What follows belongs to an exercise in optimizing a design on an open flow for small area; a production flow would make more cautious choices. In this exercise RTL edits were held to simulation tests only and were not proved equivalent to the original.

==> inputs of job 3836 <==
## mmb4l_link
module mmb4l_link #(
  parameter integer W = 320,
  parameter integer H = 240,
  parameter [7:0] PREAMBLE_BYTE  = 8'hAA,
  parameter integer MAX_FRAME_LEN = 2990,
  parameter integer MIN_FRAME_LEN = 7
) (
  input  wire        clk,
  input  wire        rst,
  input  wire        in_valid,
  input  wire [7:0]  in_byte,
  input  wire        link_reset,
  output reg         pay_valid,
  output reg  [7:0]  pay_byte,
  output reg         frame_valid,
  output wire [7:0]  frame_cmd,
  output wire [11:0] frame_plen,
  output reg         drop_valid,
  output reg  [3:0]  drop_code,
  output reg         flush_valid,
  output wire [14:0] flush_x1,
  output wire [14:0] flush_y1,
  output wire [14:0] flush_x2,
  output wire [14:0] flush_y2
);
==> flow/config.mk <==
export PLATFORM = sky130hd
export DESIGN_NAME = mmb4l_link
export DESIGN_NICKNAME = mmb4l_link
export VERILOG_FILES = /design/flow/design.v
export SDC_FILE = /design/flow/constraint.sdc
export NUM_CORES = 4
export LEC_CHECK = 0
export CAP_MARGIN = 5
export CORE_MARGIN = 2
export CORE_UTILIZATION = 45
export CTS_BUF_LIST = sky130_fd_sc_hd__clkbuf_8
export CTS_CLUSTER_DIAMETER = 45
export CTS_CLUSTER_SIZE = 14
export GPL_TIMING_DRIVEN = 0
export SLEW_MARGIN = 5
==> flow/constraint.sdc <==
create_clock -name core_clock -period 18.0 [get_ports {clk}]
set_input_delay 3.6000 -clock core_clock [delete_from_list [all_inputs] [get_ports {clk}]]
set_output_delay 3.6000 -clock core_clock [all_outputs]
set_load 0.01 [all_outputs]
standard.sh (not shown) runs the stock make flow with config.mk's settings and CLKGATE_MAP_FILE= SYNTH_SCRIPT=/design/flow/synth_recipe.tcl, a recipe that flattens the netlist after the stock synthesis.
==> flow/flow/run.sh <==
#!/bin/bash
# Layout flow: the standard synthesis, then the combinational logic of
# that netlist re-mapped by ABC for area (every register cell, its name and
# its type kept as synthesis made them), then the standard layout steps.
# Port buffers use the smallest buffer cell. Each tool's output goes to a
# log file of its own in this folder.
set -euo pipefail
export BUFFER_PORTS_ARGS="-buffer_cell sky130_fd_sc_hd__buf_1"
R=$PWD/orfs/results/$FLOW_PLATFORM/mmb4l_link/base
LIB=$FLOW_HOME/platforms/$FLOW_PLATFORM/lib/sky130_fd_sc_hd__tt_025C_1v80.lib
YOSYS=$FLOW_HOME/../tools/install/yosys/bin/yosys
[ -x "$YOSYS" ] || YOSYS=yosys

bash standard.sh synth > std_synth.log 2>&1
cp $R/1_2_yosys.v std_netlist.v
grep -oE 'sky130_fd_sc_hd__e?dfxtp_1 +[^ (]+' std_netlist.v | sort > regs_std.txt

# ABC scripts tried; the smallest result whose registers match is kept
I="topo; strash; dch; amap -F 5"
printf "strash; dc2; dch -f; amap -F 5; $I; $I\n" > reopt1.abc
printf "strash; dch; amap -F 10 -A 10; $I; $I\n" > reopt2.abc
printf "strash; ifraig; dc2; dch -f; amap -F 5; $I; $I\n" > reopt3.abc
printf "strash; dc2; dch -f; amap\n" > reopt4.abc
best=""; best_area=""
for n in 1 2 3 4; do
  cat > reopt$n.ys <<EOS
read_liberty -ignore_miss_func $LIB
read_verilog std_netlist.v
hierarchy -top $FLOW_TOP
blackbox sky130_fd_sc_hd__dfxtp_1 sky130_fd_sc_hd__edfxtp_1 sky130_fd_sc_hd__conb_1
setattr -set keep 1 t:sky130_fd_sc_hd__dfxtp_1 t:sky130_fd_sc_hd__edfxtp_1
flatten
hierarchy -top $FLOW_TOP
opt -purge
abc -liberty $LIB -dont_use sky130_fd_sc_hd__lpflow_bleeder_1 -dont_use sky130_fd_sc_hd__lpflow_clkbufkapwr_1 -dont_use sky130_fd_sc_hd__lpflow_clkbufkapwr_16 -dont_use sky130_fd_sc_hd__lpflow_clkbufkapwr_2 -dont_use sky130_fd_sc_hd__lpflow_clkbufkapwr_4 -dont_use sky130_fd_sc_hd__lpflow_clkbufkapwr_8 -dont_use sky130_fd_sc_hd__lpflow_clkinvkapwr_1 -dont_use sky130_fd_sc_hd__lpflow_clkinvkapwr_16 -dont_use sky130_fd_sc_hd__lpflow_clkinvkapwr_2 -dont_use sky130_fd_sc_hd__lpflow_clkinvkapwr_4 -dont_use sky130_fd_sc_hd__lpflow_clkinvkapwr_8 -dont_use sky130_fd_sc_hd__lpflow_decapkapwr_12 -dont_use sky130_fd_sc_hd__lpflow_decapkapwr_3 -dont_use sky130_fd_sc_hd__lpflow_decapkapwr_4 -dont_use sky130_fd_sc_hd__lpflow_decapkapwr_6 -dont_use sky130_fd_sc_hd__lpflow_decapkapwr_8 -dont_use sky130_fd_sc_hd__lpflow_inputiso0n_1 -dont_use sky130_fd_sc_hd__lpflow_inputiso0p_1 -dont_use sky130_fd_sc_hd__lpflow_inputiso1n_1 -dont_use sky130_fd_sc_hd__lpflow_inputiso1p_1 -dont_use sky130_fd_sc_hd__lpflow_inputisolatch_1 -dont_use sky130_fd_sc_hd__lpflow_isobufsrc_1 -dont_use sky130_fd_sc_hd__lpflow_isobufsrc_16 -dont_use sky130_fd_sc_hd__lpflow_isobufsrc_2 -dont_use sky130_fd_sc_hd__lpflow_isobufsrc_4 -dont_use sky130_fd_sc_hd__lpflow_isobufsrc_8 -dont_use sky130_fd_sc_hd__lpflow_isobufsrckapwr_16 -dont_use sky130_fd_sc_hd__lpflow_lsbuf_lh_hl_isowell_tap_1 -dont_use sky130_fd_sc_hd__lpflow_lsbuf_lh_hl_isowell_tap_2 -dont_use sky130_fd_sc_hd__lpflow_lsbuf_lh_hl_isowell_tap_4 -dont_use sky130_fd_sc_hd__lpflow_lsbuf_lh_isowell_4 -dont_use sky130_fd_sc_hd__lpflow_lsbuf_lh_isowell_tap_1 -dont_use sky130_fd_sc_hd__lpflow_lsbuf_lh_isowell_tap_2 -dont_use sky130_fd_sc_hd__lpflow_lsbuf_lh_isowell_tap_4 -dont_use sky130_fd_sc_hd__probe_p_8 -dont_use sky130_fd_sc_hd__probec_p_8  -script reopt$n.abc
opt_clean -purge
tee -o reopt$n.stat stat -liberty $LIB
write_verilog -noattr -nohex -nodec reopt$n.v
EOS
  "$YOSYS" -l reopt$n.log -s reopt$n.ys > /dev/null 2>&1 || continue
  grep -oE 'sky130_fd_sc_hd__e?dfxtp_1 +[^ (]+' reopt$n.v | sort > regs_$n.txt
  cmp -s regs_std.txt regs_$n.txt || continue
  a=$(grep -oE "Chip area for module .*: [0-9.]+" reopt$n.stat | awk '{print $NF}' | head -1)
  [ -n "$a" ] || continue
  if [ -z "$best" ] || awk "BEGIN{exit !($a < $best_area)}"; then best=$n; best_area=$a; fi
done
echo "best: $best $best_area" > reopt_choice.log
if [ -n "$best" ] && [ -s regs_std.txt ]; then
  cp reopt$best.v $R/1_2_yosys.v
  touch $R/1_2_yosys.v
fi
bash standard.sh > std_layout.log 2>&1
==> inputs of job 2029, as changes to job 3836 <==
Settings changed: CAP_MARGIN 5 to 20, CORE_UTILIZATION 45 to 40, CTS_BUF_LIST sky130_fd_sc_hd__clkbuf_8 to sky130_fd_sc_hd__clkbuf_16, CTS_CLUSTER_DIAMETER 45 to 70, CTS_CLUSTER_SIZE 14 to 28, SLEW_MARGIN 5 to 20.
==> inputs of job 523, as changes to job 3836 <==
--- a/flow/design.v
+++ b/flow/design.v
@@ -42,11 +42,11 @@
   reg  [11:0] plen;       
   reg  [7:0]  csum;
   reg  [2:0]  k;          
   reg  [15:0] lox, loy;   
   reg  [16:0] hix, hiy;   
-  reg  [6:0]  s;          
+  reg  [7:0]  s;
   reg         hw;         
   reg         zf;         
   reg  [14:0] sub;        
   reg  [9:0]  m;          
   reg  [1:0]  m3;         
@@ -69,17 +69,19 @@
   wire        dsg = !is_draw;
   wire [15:0] dop_a = {in_byte, at5 ? hix[7:0] : hiy[7:0]};
   wire [15:0] dop_b = at5 ? lox : (is_draw ? hix[15:0] : loy);
   wire [18:0] dsum = add18({1'b0, dop_a[15] & dsg, dop_a}, ~{1'b0, dop_b[15] & dsg, dop_b}, 1'b1);
   wire        d_neg = dsum[16];
-  wire        swp = d_neg && (dsg || !at5);    
+  wire        swp = d_neg && dsg;
   wire [18:0] dabs = add18({1'b0, dsum[16:0] ^ {17{d_neg}}}, {17'd0, d_neg}, 1'b1);
   wire [16:0] r = dabs[16:0];
+  wire [15:0] wh_min = d_neg ? dop_a : dop_b;
+  wire [15:0] wh_max = d_neg ? dop_b : dop_a;
+  wire [16:0] m_src  = is_draw ? {1'b0, wh_min} : r;
+  wire [16:0] s_src  = is_draw ? {1'b0, wh_max} : r;
   wire [15:0] c_lo   = swp ? dop_a : dop_b;     
   wire [15:0] c_hi   = swp ? dop_b : dop_a;
-  wire [16:0] m_src  = is_draw ? {1'b0, c_lo} : r;
-  wire [16:0] s_src  = is_draw ? {1'b0, c_hi} : r;
   wire        in8 = (idx[11:3] == 9'd1);      
   wire        at15 = in8 && (idx[2:0] == 3'd7);
   wire        m_zero = (m == 10'd0);
   wire [3:0]  mlo_cmp = {1'b0, idx[2:0]} + ~{1'b0, m[2:0]} + 4'd1;    
   wire        act = (is_draw && in8) ? ((m[9:3] != 7'd0) || mlo_cmp[3]) : !m_zero;
@@ -89,10 +91,12 @@
   wire [3:0]  mlo_dec = {1'b0, m[2:0]} + 4'hF;
   wire [2:0]  m_lo = by8 ? m[2:0] : mlo_dec[2:0];
   wire        m_bor = by8 || mlo_dec[3];
   wire [18:0] mhi_dec = add18({11'd0, m[9:3]}, 18'h3FFFF, !m_bor);
   wire [9:0]  m_next = (by8 && m[9:3] == 7'd0) ? 10'd0 : {mhi_dec[6:0], m_lo};
+  wire [11:0] pm16 = plen - 12'd16;
+  wire [11:0] pm8  = plen - 12'd8;
   wire        step0 = (idx[2:0] == 3'd0);
   wire        sbit  = step0 ? in_byte[7] : s[~idx[2:0]];
   wire [15:0] wv    = hw ? {1'b0, sub} : {6'd0, m};
   wire [15:0] hv    = hw ? {6'd0, m} : {1'b0, sub};
   wire [18:0] xh_m1 = add18({{10{lox[15]}}, lox[15:8]}, 18'h3FFFF, 1'b0);
@@ -115,32 +119,27 @@
   assign flush_x1 = {6'd0, cx1 & {9{!is_scrl}}};
   assign flush_y1 = {7'd0, cy1 & {8{!is_scrl}}};
   assign flush_x2 = {6'd0, is_scrl ? 9'd319 : cx2};
   assign flush_y2 = {7'd0, is_scrl ? 8'd239 : cy2};
   wire short_p = is_fill ? (plen < 12'd11) :
-                 is_draw ? (budget[14:7] == 8'd0) || over || !m_zero :
-                 is_blit ? (budget[14:3] == 12'd0) || over || !m_zero :
+                 is_draw ? (plen[11:4] == 8'd0) || over || !m_zero :
+                 is_blit ? (plen[11:3] == 9'd0) || over || !m_zero :
                  is_scrl ? (plen[11:1] == 11'd0) : 1'b0;
   wire do_flush = is_scrl || ((is_fill || is_draw || is_blit) && !empty);
   wire at_end = (idx == plen);
-  wire [3:0] dcode = link_reset   ? 4'd7 :
-                     (st < 3'd3)  ? 4'd1 :
-                     (st == 3'd3) ? 4'd2 :
-                     (st == 3'd5) ? (l_over ? 4'd3 : 4'd4) :
-                     (csum_next != 8'd0) ? 4'd6 : 4'd8;
   always @(posedge clk) begin
     pay_valid   <= 1'b0;
     frame_valid <= 1'b0;
     drop_valid  <= 1'b0;
     flush_valid <= 1'b0;
     pay_byte    <= in_byte;
-    drop_code   <= dcode;
     if (rst) begin
       st <= 3'd0;
     end else if (link_reset) begin
       if (st != 3'd0) begin
         drop_valid <= 1'b1;
+        drop_code  <= 4'd7;
       end
       st <= 3'd0;
     end else if (in_valid) begin
       csum <= csum_next;
       case (st)
@@ -149,50 +148,55 @@
           if (in_byte == PREAMBLE_BYTE) begin
             st <= st + 3'd1;
           end else begin
             if (st != 3'd0) begin
               drop_valid <= 1'b1;
+              drop_code  <= 4'd1;
             end
             st <= 3'd0;
           end
         end
         3'd3: begin
           k <= in_byte[2:0];
           if (is_cmd) begin
             st <= 3'd4;
           end else begin
             drop_valid <= 1'b1;
+            drop_code  <= 4'd2;
             st <= 3'd0;
           end
         end
         3'd4: begin
           plen[7:0] <= in_byte;
           st <= 3'd5;
         end
         3'd5: begin
           idx  <= 12'd0;
           plen <= p_new[11:0];
-          budget <= is_draw ? {p_new[11:0], 3'd0} : {3'd0, p_new[11:0]};
           if (l_over) begin
             drop_valid <= 1'b1;
+            drop_code  <= 4'd3;
             st <= 3'd0;
           end else if (l_short) begin
             drop_valid <= 1'b1;
+            drop_code  <= 4'd4;
             st <= 3'd0;
           end else begin
             st <= 3'd6;
           end
         end
         default: begin
           if (at_end) begin
             st <= 3'd0;
             if (csum_next != 8'd0) begin
               drop_valid <= 1'b1;
+              drop_code  <= 4'd6;
             end else begin
               frame_valid <= 1'b1;
               if (short_p) begin
                 drop_valid <= 1'b1;
+                drop_code  <= 4'd8;
               end else begin
                 flush_valid <= do_flush;
               end
             end
           end else begin
@@ -213,17 +217,18 @@
               12'd7: begin
                 if (!is_draw) loy <= c_lo;
                 hiy <= {c_hi[15], c_hi};
                 if (is_draw) sub <= (s_src[16:15] != 2'd0) ? 15'h7FFF : s_src[14:0];
                 hw     <= d_neg;
-                zf     <= (c_lo == 16'd0);
+                zf     <= (wh_min == 16'd0);
                 m      <= m_src[9:0];
                 m3     <= 2'd0;
                 over   <= (m_src[16:10] != 7'd0);
+                budget <= is_draw ? {pm16, 3'd0} : {3'd0, pm8};
               end
               12'd8: begin
-                s <= in_byte[6:0];
+                s <= in_byte;
                 if (in_byte == 8'd0) zf <= 1'b1;
               end
               default: ;
             endcase
             if (idx[11:3] != 9'd0) begin
==> flow/run.sh (new file) <==
#!/bin/bash
# synth_recipe.tcl (not shown) runs the flow's synth.tcl, then flattens the netlist and writes it again
# the make line also repeats each setting of config.mk as NAME=value (left out here)
make -C /OpenROAD-flow-scripts/flow DESIGN_CONFIG=/design/flow/config.mk WORK_HOME=/design/flow/orfs CLKGATE_MAP_FILE= SYNTH_SCRIPT=/design/flow/synth_recipe.tcl finish
Settings changed: CAP_MARGIN 5 to 20, CORE_UTILIZATION 45 to 40, CTS_BUF_LIST sky130_fd_sc_hd__clkbuf_8 to not set, CTS_CLUSTER_DIAMETER 45 to not set, CTS_CLUSTER_SIZE 14 to not set, GPL_TIMING_DRIVEN 0 to not set, SLEW_MARGIN 5 to 20.
removed: flow/flow/run.sh
removed: flow/standard.sh
==> out/metrics.yaml <==
detailed_routing:
  wire_per_inst_um: 24.8
power_and_ir_drop:
  pg_clk_mw: 0.385
outcome:
  status: "no timing/DRC/antenna violations"
grt:
  met2_usage: 0.419
clock_network:
  clock-root-buffer: "clkbuf_16"
worst_setup_path:
  r2r_setup_slack_ns: 4.71
That was job 523.
==> out/metrics.yaml <==
outcome:
  status: "no timing/DRC/antenna violations"
clock_network:
  clock-root-buffer: "clkbuf_8"
detailed_routing:
  wire_per_inst_um: 23.9
floorplan:
  die_h_um: 165
power_and_ir_drop:
  pg_clk_mw: 0.305
worst_setup_path:
  cp-start-kind: "input pin"
  cp-endpoint: "sub[4]"
final_layout:
  top_regs: "hix: 17 flops, hiy: 17 flops"
place:
  numPortBuffers: 79
That was job 3836.
==> out/metrics.yaml <==
power_and_ir_drop:
  p_switching_mw: 0.234
  pg_clk_mw: 0.381
yosys:
  syn_inst: 1484
worst_setup_path:
  r2r_setup_slack_ns: 4.74
sta:
  drv_slew: 0
final_layout:
  largest_class: "multi-input combinational cells"
outcome:
  status: "no timing/DRC/antenna violations"
clock_network:
  clock-root-buffer: "clkbuf_16"
That was job 2029.

[what the ideal ports hide]
In the flow no input, the clock included, has a driving cell. The finished layouts below were timed again as built, in two steps. Step 1 (the two cells are an assumption about what drives the block):
set clk [get_ports {clk}]
set_driving_cell -lib_cell sky130_fd_sc_hd__clkbuf_16 $clk
set_driving_cell -lib_cell sky130_fd_sc_hd__buf_2 [delete_from_list [all_inputs] $clk]
Step 2, shift: input delay + t, output delay - t, t = (earliest + latest rising clock arrival at the registers) / 2. This alone moves slack from input paths to output paths. a / b / c = ideal ports / drivers / drivers and shift; a / b = the first two.
run	t (ns)	setup WS [ns]	worst setup path after step 2	worst data-port slew with drivers (ns)	cell pins on the clock port's net
job 3836	0.527	4.018 / 4.030 / 3.503	input to register	0.03	1
job 2029	0.503	4.173 / 4.184 / 3.681	input to register	0.03	1
job 523	0.493	4.709 / 4.709 / 4.253	input to register	0.03	1
After both steps setup and hold are still met in every run listed. For job 3836, which loses most, drivers alone change the setup slack by +0.012 ns; drivers and shift together by -0.515 ns.
